Source: an optimization exercise on an open RTL-to-GDS flow (aim: small area, a short achievable clock period and few clock cycles). Production flows keep margins and buffers that such runs may drop. RTL that was checked went through simulation tests only; none was proved equivalent to the original. Power is estimated from default activity; no workload was simulated.

==> flow/design.v <==
module fbp_framer_rx (
    input  wire        clk,
    input  wire        rst,
    input  wire        in_valid,
    input  wire [7:0]  in_data,
    output wire        in_ready,
    output reg         ev_valid,
    output reg  [1:0]  ev_kind,
    output reg  [4:0]  ev_type,
    output reg  [10:0] ev_id,
    output reg  [15:0] ev_meta,
    output reg  [7:0]  ev_len,
    output reg         pl_valid,
    output reg  [7:0]  pl_data,
    output reg         pl_last,
    output reg         busy,
    output reg  [31:0] stat_ignored,
    output reg  [31:0] stat_resync
);
    localparam integer M  = 16;          
    localparam integer K  = 17;          
    localparam integer L  = M * K;       
    localparam integer QD = 4;           
    localparam [2:0] S_SOF1  = 3'd0,
                     S_SOF2  = 3'd1,
                     S_FTYPE = 3'd2,
                     S_DHDR  = 3'd3,
                     S_STORE = 3'd4;
    localparam [1:0] EV_DATA  = 2'd1,
                     EV_LINK  = 2'd2,
                     EV_ERROR = 2'd3;
    localparam [31:0] CRC_RESIDUE = 32'hDEBB20E3;
    function [8:0] padd(input [8:0] x, input [3:0] k);
        reg [9:0] s;
        begin
            s = {1'b0, x} + {6'd0, k};
            padd = (s >= L) ? s - L : s[8:0];
        end
    endfunction
    function [8:0] psub(input [8:0] a, input [8:0] b);
        reg [9:0] s;
        begin
            s = {1'b0, a} - {1'b0, b};
            psub = s[9] ? s + L : s[8:0];
        end
    endfunction
    function [4:0] tapidx(input [8:0] a, input [8:0] t);
        reg [5:0] d;
        begin
            d = {1'b0, a[8:4]} - {1'b0, t[8:4]};
            tapidx = d[5] ? d[4:0] + K : d[4:0];
        end
    endfunction
    function [7:0] lencrc(input [7:0] x);
        reg [7:0] c;
        integer i;
        begin
            c = x;
            for (i = 0; i < 8; i = i + 1)
                c = c[7] ? ((c << 1) ^ 8'hD7) : (c << 1);
            lencrc = c;
        end
    endfunction
    function [31:0] crc32_byte(input [31:0] c_in, input [7:0] d);
        reg [31:0] c;
        integer i;
        begin
            c = c_in ^ {24'd0, d};
            for (i = 0; i < 8; i = i + 1)
                c = c[0] ? ((c >> 1) ^ 32'hEDB88320) : (c >> 1);
            crc32_byte = c;
        end
    endfunction
    function is_link_type(input [4:0] t);
        is_link_type = (t == 5'h0F) || (t == 5'h17) || (t == 5'h1B) ||
                       (t == 5'h1D) || (t == 5'h1E);
    endfunction
    reg  [8*L-1:0] ring;
    reg  [8:0]     tn;           
    reg  [7:0]     in_q;
    reg            vq;           
    reg            rdy;
    reg  [8:0]     wp;
    reg            wal;          
    reg  [4:0]     wtap;         
    wire           wr = vq && wal;
    assign in_ready = rdy;
    wire [8*L-1:0] ring_rot = {ring[7:0], ring[8*L-1:8]};
    integer j;
    reg [8*L-1:0] ring_nx;
    always @* begin
        ring_nx = ring_rot;
        for (j = 0; j < K; j = j + 1)
            if (wr && wtap == j)
                ring_nx[8*((j*M + L - 1) % L) +: 8] = in_q;
    end
    always @(posedge clk)
        ring <= ring_nx;
    function [7:0] tap_rd(input [4:0] t);
        integer k;
        begin
            tap_rd = 8'd0;
            for (k = 0; k < K; k = k + 1)
                if (t == k) tap_rd = ring[8*(k*M) +: 8];
        end
    endfunction
    reg [8:0]  fa;           
    reg        fal;          
    reg [4:0]  ftap;         
    reg        byp;          
    reg [7:0]  rb;
    reg        rbv;
    reg [2:0]  state;
    reg [8:0]  sp2;          
    reg [3:0]  n;            
    reg [8:0]  rem;          
    reg        last;         
    reg        is_sync;
    reg [31:0] crc;
    reg        crc_ok;
    reg [1:0]  ign_d;
    reg        err_d;
    reg        d_act;
    reg        dal;
    reg [4:0]  dtap;
    reg [8:0]  d_a;
    reg [7:0]  d_cnt;
    reg        dz;           
    reg [2:0]  d_ph;         
    reg [8:0]  q_s [0:QD-1];
    reg [1:0]  q_wr, q_rd;
    reg [2:0]  q_n;
    reg [8:0]  tail_r;
    reg        space_ok;
    reg        rst_q;        
    reg        is_data;      
    reg [4:0]  h_type;       
    reg [10:0] h_id;
    reg [15:0] h_meta;
    reg [7:0]  h_len;
    reg [7:0]  lc_exp;       
    wire b55 = (rb == 8'h55);
    wire b00 = (rb == 8'h00);
    wire [4:0] bt = rb[7:3];
    wire q_full = q_n[2];
    wire stall = rbv && state == S_STORE && last && is_data && q_full;
    wire cons  = rbv && !stall;
    reg [2:0] nx_state;
    reg       nx_sp;             
    reg       do_err, do_jump, do_disp;
    reg [1:0] ign;
    always @* begin
        nx_state = state;
        nx_sp    = 1'b0;
        do_err   = 1'b0;
        do_jump  = 1'b0;
        do_disp  = 1'b0;
        ign      = 2'd0;
        case (state)
            S_SOF1: begin
                if (b55) begin
                    nx_sp = 1'b1; nx_state = S_SOF2;
                end else begin
                    do_err = 1'b1; ign = 2'd1;
                end
            end
            S_SOF2: begin
                if (b00) nx_state = S_FTYPE;
                else if (b55) begin ign = 2'd1; nx_sp = 1'b1; end
                else begin do_err = 1'b1; ign = 2'd2; nx_state = S_SOF1; end
            end
            S_FTYPE: begin
                if (bt == 5'd0) nx_state = S_DHDR;
                else if (is_link_type(bt)) nx_state = S_STORE;
                else begin
                    do_err = 1'b1;
                    if (b55) begin ign = 2'd2; nx_sp = 1'b1; nx_state = S_SOF2; end
                    else begin ign = 2'd3; nx_state = S_SOF1; end
                end
            end
            S_DHDR: begin
                if (n == 4'd5) begin
                    if (rb != lc_exp) begin
                        do_err = 1'b1; ign = 2'd2; do_jump = 1'b1; nx_state = S_SOF1;
                    end else nx_state = S_STORE;
                end
            end
            default: begin
                if (last) begin
                    if (b55 && crc_ok) begin
                        do_disp = 1'b1; nx_sp = 1'b1; nx_state = S_SOF2;
                    end else begin
                        do_err = 1'b1; ign = 2'd2; do_jump = 1'b1; nx_state = S_SOF1;
                    end
                end
            end
        endcase
    end
    wire [7:0] f_tap   = tap_rd(ftap);
    wire       f_ok    = byp ? wr : fal;
    wire       f_load  = (!rbv || cons) && f_ok;
    wire       jump    = cons && do_jump;
    wire       f_take  = f_load && !jump;
    wire [8:0] fa1     = padd(fa, 4'd1);
    wire [7:0] d_tap   = tap_rd(dtap);
    wire       d_rd    = d_act && dal;           
    wire       d_out   = d_rd && d_ph == 3'd0;   
    wire       d_done  = d_out && dz;
    wire       d_free  = !d_act || d_done;
    wire       q_push  = cons && do_disp && is_data;
    wire       q_pop   = d_free && q_n != 3'd0;
    wire [8:0] q_head  = q_s[q_rd];
    wire [8:0] cand_tail = (state == S_SOF1 || state == S_SOF2) ? fa : sp2;
    wire [8:0] tail = d_act ? d_a : (q_n != 3'd0) ? q_head : cand_tail;
    wire       acc    = in_valid && rdy;
    wire       wal_nx = wr || (wp[3:0] == tn[3:0]);
    wire       vq_hold = vq && !wr;
    wire [8:0] wp1    = padd(wp, 4'd1);
    always @(posedge clk)
        rst_q <= rst;
    always @(posedge clk) begin
        begin
            tn   <= padd(tn, 4'd1);
            if (acc) in_q <= in_data;
            vq   <= acc || vq_hold;
            if (wr) wp <= wp1;
            wal  <= wal_nx;
            if (!wr) wtap <= tapidx(wp, tn);
            rdy  <= !rst && space_ok && (acc ? wal_nx : (!vq_hold || wal_nx));
            tail_r   <= tail;
            space_ok <= (psub(wp, tail_r) <= L - 6);
            if (f_load) rb <= byp ? in_q : f_tap;
            rbv <= jump ? 1'b0 : f_take ? 1'b1 : cons ? 1'b0 : rbv;
            if (jump) begin
                fa   <= sp2;
                fal  <= (sp2[3:0] == tn[3:0]);
                ftap <= tapidx(sp2, tn);
                byp  <= 1'b0;
            end else if (f_take) begin
                fa   <= fa1;
                byp  <= wr ? byp : (fa1 == wp);
            end else begin
                fal  <= (fa[3:0] == tn[3:0]);
                ftap <= tapidx(fa, tn);
                byp  <= wr ? 1'b0 : byp;
            end
            stat_ignored <= stat_ignored + {30'd0, ign_d};
            stat_resync  <= stat_resync + {31'd0, err_d};
            ign_d <= 2'd0;
            err_d <= 1'b0;
            ev_valid <= 1'b0;
            ev_type  <= h_type;
            ev_id    <= h_id;
            ev_meta  <= h_meta;
            ev_len   <= h_len;
            ev_kind  <= (cons && do_err) ? EV_ERROR : is_data ? EV_DATA : EV_LINK;
            if (cons) begin
                state <= nx_state;
                if (nx_sp) sp2 <= fa1;
                n     <= (n == 4'd8) ? n : n + 4'd1;
                if (nx_state == S_SOF2 || nx_state == S_SOF1) n <= 4'd1;
                if (state == S_SOF2 && b00) n <= 4'd2;
                rem  <= rem - 9'd1;
                last <= (rem == 9'd2);
                if (state == S_FTYPE) begin
                    is_data     <= (rb[7:3] == 5'd0);
                    h_type      <= rb[7:3];
                    h_id[10:8]  <= rb[2:0];
                    crc   <= crc32_byte(32'hFFFFFFFF, rb);
                    rem   <= 9'd6;
                    last  <= 1'b0;
                end else begin
                    crc <= crc32_byte(crc, rb);
                end
                crc_ok <= (crc32_byte(crc, rb) == CRC_RESIDUE);
                if (n == 4'd3) h_id[7:0] <= rb;
                if (n == 4'd4 && state == S_DHDR) begin
                    h_len  <= rb;
                    lc_exp <= lencrc(rb);
                    rem    <= {1'b0, rb} + 9'd9;
                    last   <= 1'b0;
                end
                if (n == 4'd6) h_meta[7:0]  <= rb;
                if (n == 4'd7) h_meta[15:8] <= rb;
                ign_d <= ign;
                if (do_err && is_sync) begin
                    is_sync  <= 1'b0;
                    err_d    <= 1'b1;
                    ev_valid <= !rst;
                end
                if (do_disp) begin
                    is_sync  <= 1'b1;
                    ev_valid <= !rst;
                end
            end
            pl_valid <= d_out && !rst;
            pl_data  <= d_tap;
            pl_last  <= dz;
            if (q_pop) begin
                d_act <= 1'b1;
                d_a   <= q_head;
                d_ph  <= 3'd4;
                dal   <= (q_head[3:0] == tn[3:0]);
                dtap  <= tapidx(q_head, tn);
                q_rd  <= q_rd + 2'd1;
            end else begin
                if (d_done) d_act <= 1'b0;
                if (d_rd) begin
                    d_a   <= padd(d_a, 4'd1);
                    if (d_ph != 3'd0) d_ph <= d_ph - 3'd1;
                    if (d_ph == 3'd4) begin
                        d_cnt <= d_tap;
                        dz    <= (d_tap == 8'd0);
                    end
                    if (d_out) begin
                        d_cnt <= d_cnt - 8'd1;
                        dz    <= (d_cnt == 8'd1);
                    end
                end else begin
                    dal  <= (d_a[3:0] == tn[3:0]);
                    dtap <= tapidx(d_a, tn);
                end
            end
            q_n <= q_n + {2'd0, q_push} - {2'd0, q_pop};
            if (q_push) begin
                q_s[q_wr] <= padd(sp2, 4'd2);
                q_wr      <= q_wr + 2'd1;
            end
            busy <= rst || acc || rbv || f_ok || !byp || vq || (q_n != 3'd0) ||
                    (d_act && !d_done);
        end
        if (rst_q) begin
            tn           <= 9'd1;
            vq           <= 1'b0;
            rdy          <= 1'b0;
            wp           <= 9'd0;
            fa           <= 9'd0;
            fal          <= 1'b0;
            byp          <= 1'b1;
            rbv          <= 1'b0;
            state        <= S_SOF1;
            is_sync      <= 1'b1;
            ign_d        <= 2'd0;
            err_d        <= 1'b0;
            d_act        <= 1'b0;
            q_n          <= 3'd0;
            q_wr         <= 2'd0;
            q_rd         <= 2'd0;
            space_ok     <= 1'b0;
            tail_r       <= 9'd0;
            ev_valid     <= 1'b0;
            pl_valid     <= 1'b0;
            busy         <= 1'b0;
            stat_ignored <= 32'd0;
            stat_resync  <= 32'd0;
        end
    end
endmodule
Settings: LEC_CHECK=0, ABC_AREA=1, CAP_MARGIN=20, CORE_MARGIN=2, CORE_UTILIZATION=50, PLACE_DENSITY=0.65, SLEW_MARGIN=20; clock period 12.0 ns.
standard.sh (not shown) runs the stock make flow with config.mk's settings and CLKGATE_MAP_FILE= SYNTH_SCRIPT=/design/flow/synth_recipe.tcl, a recipe that flattens the netlist after the stock synthesis.
==> flow/flow/run.sh <==
#!/bin/bash
# Standard layout, with the setup repair aiming at a tighter slack than the clock needs
# and a clock tree built from larger sink clusters without dummy loads.
set -euo pipefail
export SETUP_SLACK_MARGIN=8.6
export CTS_ARGS="-sink_clustering_enable -repair_clock_nets -sink_clustering_size 35 -sink_clustering_max_diameter 60 -buf_list {sky130_fd_sc_hd__clkbuf_8 sky130_fd_sc_hd__clkbuf_16} -dont_use_dummy_load"
bash standard.sh > standard_flow.log 2>&1
Testbench counts at the start, summed over its fixed seeds: cycles 42,615.
Change:
--- a/flow/design.v
+++ b/flow/design.v
@@ -91,7 +91,7 @@
     always @* begin
         ring_nx = ring_rot;
         for (j = 0; j < K; j = j + 1)
-            if (wr && wtap == j)
+            if (j % 2 == 0 && wr && wtap == j)
                 ring_nx[8*((j*M + L - 1) % L) +: 8] = in_q;
     end
     always @(posedge clk)
@@ -118,7 +118,9 @@
     reg        is_sync;
     reg [31:0] crc;
     reg        crc_ok;
-    reg [1:0]  ign_d;
+    reg [8:0]  ign_d;
+    reg        prev55;       
+    reg        found;        
     reg        err_d;
     reg        d_act;
     reg        dal;
@@ -147,15 +149,21 @@
     wire cons  = rbv && !stall;
     reg [2:0] nx_state;
     reg       nx_sp;             
-    reg       do_err, do_jump, do_disp;
+    reg       do_err, do_jump, do_disp, do_rej;
     reg [1:0] ign;
+    reg       sp_fa;             
+    reg [1:0] rej_k;             
+    wire      pair_now = (state == S_DHDR || state == S_STORE) && n >= 4'd4 && prev55 && b00;
     always @* begin
         nx_state = state;
         nx_sp    = 1'b0;
         do_err   = 1'b0;
         do_jump  = 1'b0;
         do_disp  = 1'b0;
+        do_rej   = 1'b0;
         ign      = 2'd0;
+        sp_fa    = 1'b0;
+        rej_k    = 2'd0;
         case (state)
             S_SOF1: begin
                 if (b55) begin
@@ -180,22 +188,32 @@
             end
             S_DHDR: begin
                 if (n == 4'd5) begin
-                    if (rb != lc_exp) begin
-                        do_err = 1'b1; ign = 2'd2; do_jump = 1'b1; nx_state = S_SOF1;
-                    end else nx_state = S_STORE;
+                    if (rb != lc_exp) do_rej = 1'b1;
+                    else nx_state = S_STORE;
                 end
             end
             default: begin
                 if (last) begin
                     if (b55 && crc_ok) begin
                         do_disp = 1'b1; nx_sp = 1'b1; nx_state = S_SOF2;
-                    end else begin
-                        do_err = 1'b1; ign = 2'd2; do_jump = 1'b1; nx_state = S_SOF1;
-                    end
+                    end else do_rej = 1'b1;
                 end
             end
         endcase
+        if (do_rej) begin
+            do_err = 1'b1;
+            if (found) begin
+                do_jump = 1'b1; nx_state = S_SOF1;
+            end else if (pair_now) begin
+                nx_state = S_FTYPE; sp_fa = 1'b1;
+            end else if (b55) begin
+                nx_state = S_SOF2; nx_sp = 1'b1; rej_k = 2'd1;
+            end else begin
+                nx_state = S_SOF1; rej_k = 2'd2;
+            end
+        end
     end
+    wire [8:0] ign_fa = psub(fa, sp2) + {7'd0, rej_k};
     wire [7:0] f_tap   = tap_rd(ftap);
     wire       f_ok    = byp ? wr : fal;
     wire       f_load  = (!rbv || cons) && f_ok;
@@ -213,7 +231,8 @@
     wire [8:0] cand_tail = (state == S_SOF1 || state == S_SOF2) ? fa : sp2;
     wire [8:0] tail = d_act ? d_a : (q_n != 3'd0) ? q_head : cand_tail;
     wire       acc    = in_valid && rdy;
-    wire       wal_nx = wr || (wp[3:0] == tn[3:0]);
+    wire [4:0] wt_nx  = tapidx(wp, tn);
+    wire       wal_nx = wr || (wp[3:0] == tn[3:0] && !wt_nx[0]);
     wire       vq_hold = vq && !wr;
     wire [8:0] wp1    = padd(wp, 4'd1);
     always @(posedge clk)
@@ -225,7 +244,7 @@
             vq   <= acc || vq_hold;
             if (wr) wp <= wp1;
             wal  <= wal_nx;
-            if (!wr) wtap <= tapidx(wp, tn);
+            if (!wr) wtap <= wt_nx;
             rdy  <= !rst && space_ok && (acc ? wal_nx : (!vq_hold || wal_nx));
             tail_r   <= tail;
             space_ok <= (psub(wp, tail_r) <= L - 6);
@@ -244,9 +263,9 @@
                 ftap <= tapidx(fa, tn);
                 byp  <= wr ? 1'b0 : byp;
             end
-            stat_ignored <= stat_ignored + {30'd0, ign_d};
+            stat_ignored <= stat_ignored + {23'd0, ign_d};
             stat_resync  <= stat_resync + {31'd0, err_d};
-            ign_d <= 2'd0;
+            ign_d <= 9'd0;
             err_d <= 1'b0;
             ev_valid <= 1'b0;
             ev_type  <= h_type;
@@ -257,9 +276,13 @@
             if (cons) begin
                 state <= nx_state;
                 if (nx_sp) sp2 <= fa1;
+                if (sp_fa) sp2 <= fa;
+                prev55 <= b55;
+                if (pair_now) found <= 1'b1;
+                if (nx_state == S_FTYPE) found <= 1'b0;
                 n     <= (n == 4'd8) ? n : n + 4'd1;
                 if (nx_state == S_SOF2 || nx_state == S_SOF1) n <= 4'd1;
-                if (state == S_SOF2 && b00) n <= 4'd2;
+                if (nx_state == S_FTYPE) n <= 4'd2;
                 rem  <= rem - 9'd1;
                 last <= (rem == 9'd2);
                 if (state == S_FTYPE) begin
@@ -282,7 +305,7 @@
                 end
                 if (n == 4'd6) h_meta[7:0]  <= rb;
                 if (n == 4'd7) h_meta[15:8] <= rb;
-                ign_d <= ign;
+                ign_d <= !do_rej ? {7'd0, ign} : found ? 9'd2 : ign_fa;
                 if (do_err && is_sync) begin
                     is_sync  <= 1'b0;
                     err_d    <= 1'b1;
@@ -340,7 +363,7 @@
             rbv          <= 1'b0;
             state        <= S_SOF1;
             is_sync      <= 1'b1;
-            ign_d        <= 2'd0;
+            ign_d        <= 9'd0;
             err_d        <= 1'b0;
             d_act        <= 1'b0;
             q_n          <= 3'd0;
=>
- The changed run finished clean
- wire length shrinks by 1.3%
- combinational power came out higher by about 4%
- design area is higher by 1.5%
- sequential share of layout area is lower by 0.79 points
- via count goes up by about 1.5%
The RTL of the second run of this note was laid out without a check of its function.

[what the ideal ports hide]
In the flow no input, the clock included, has a driving cell. The finished layouts below were timed again as built, in two steps. Step 1 assumes that a clkbuf_16 drives the clock port and a buf_2 every other input. Step 2 times the ports against the registers' clock, not the clock port: input delays grow and output delays shrink by t, the midpoint of the rising clock arrivals with the driver on. Three values: no drivers, after step 1, after step 2; two values: the first two.
run	t (ns)	setup slack, ns	worst setup path at the end	worst register clock-pin slew, ns
the first run	0.797	8.380 / 8.302 / 8.203	input to register	0.12 / 0.12
the second run	0.822	8.296 / 8.217 / 8.119	input to register	0.12 / 0.12
After both steps every run listed still meets setup and hold.
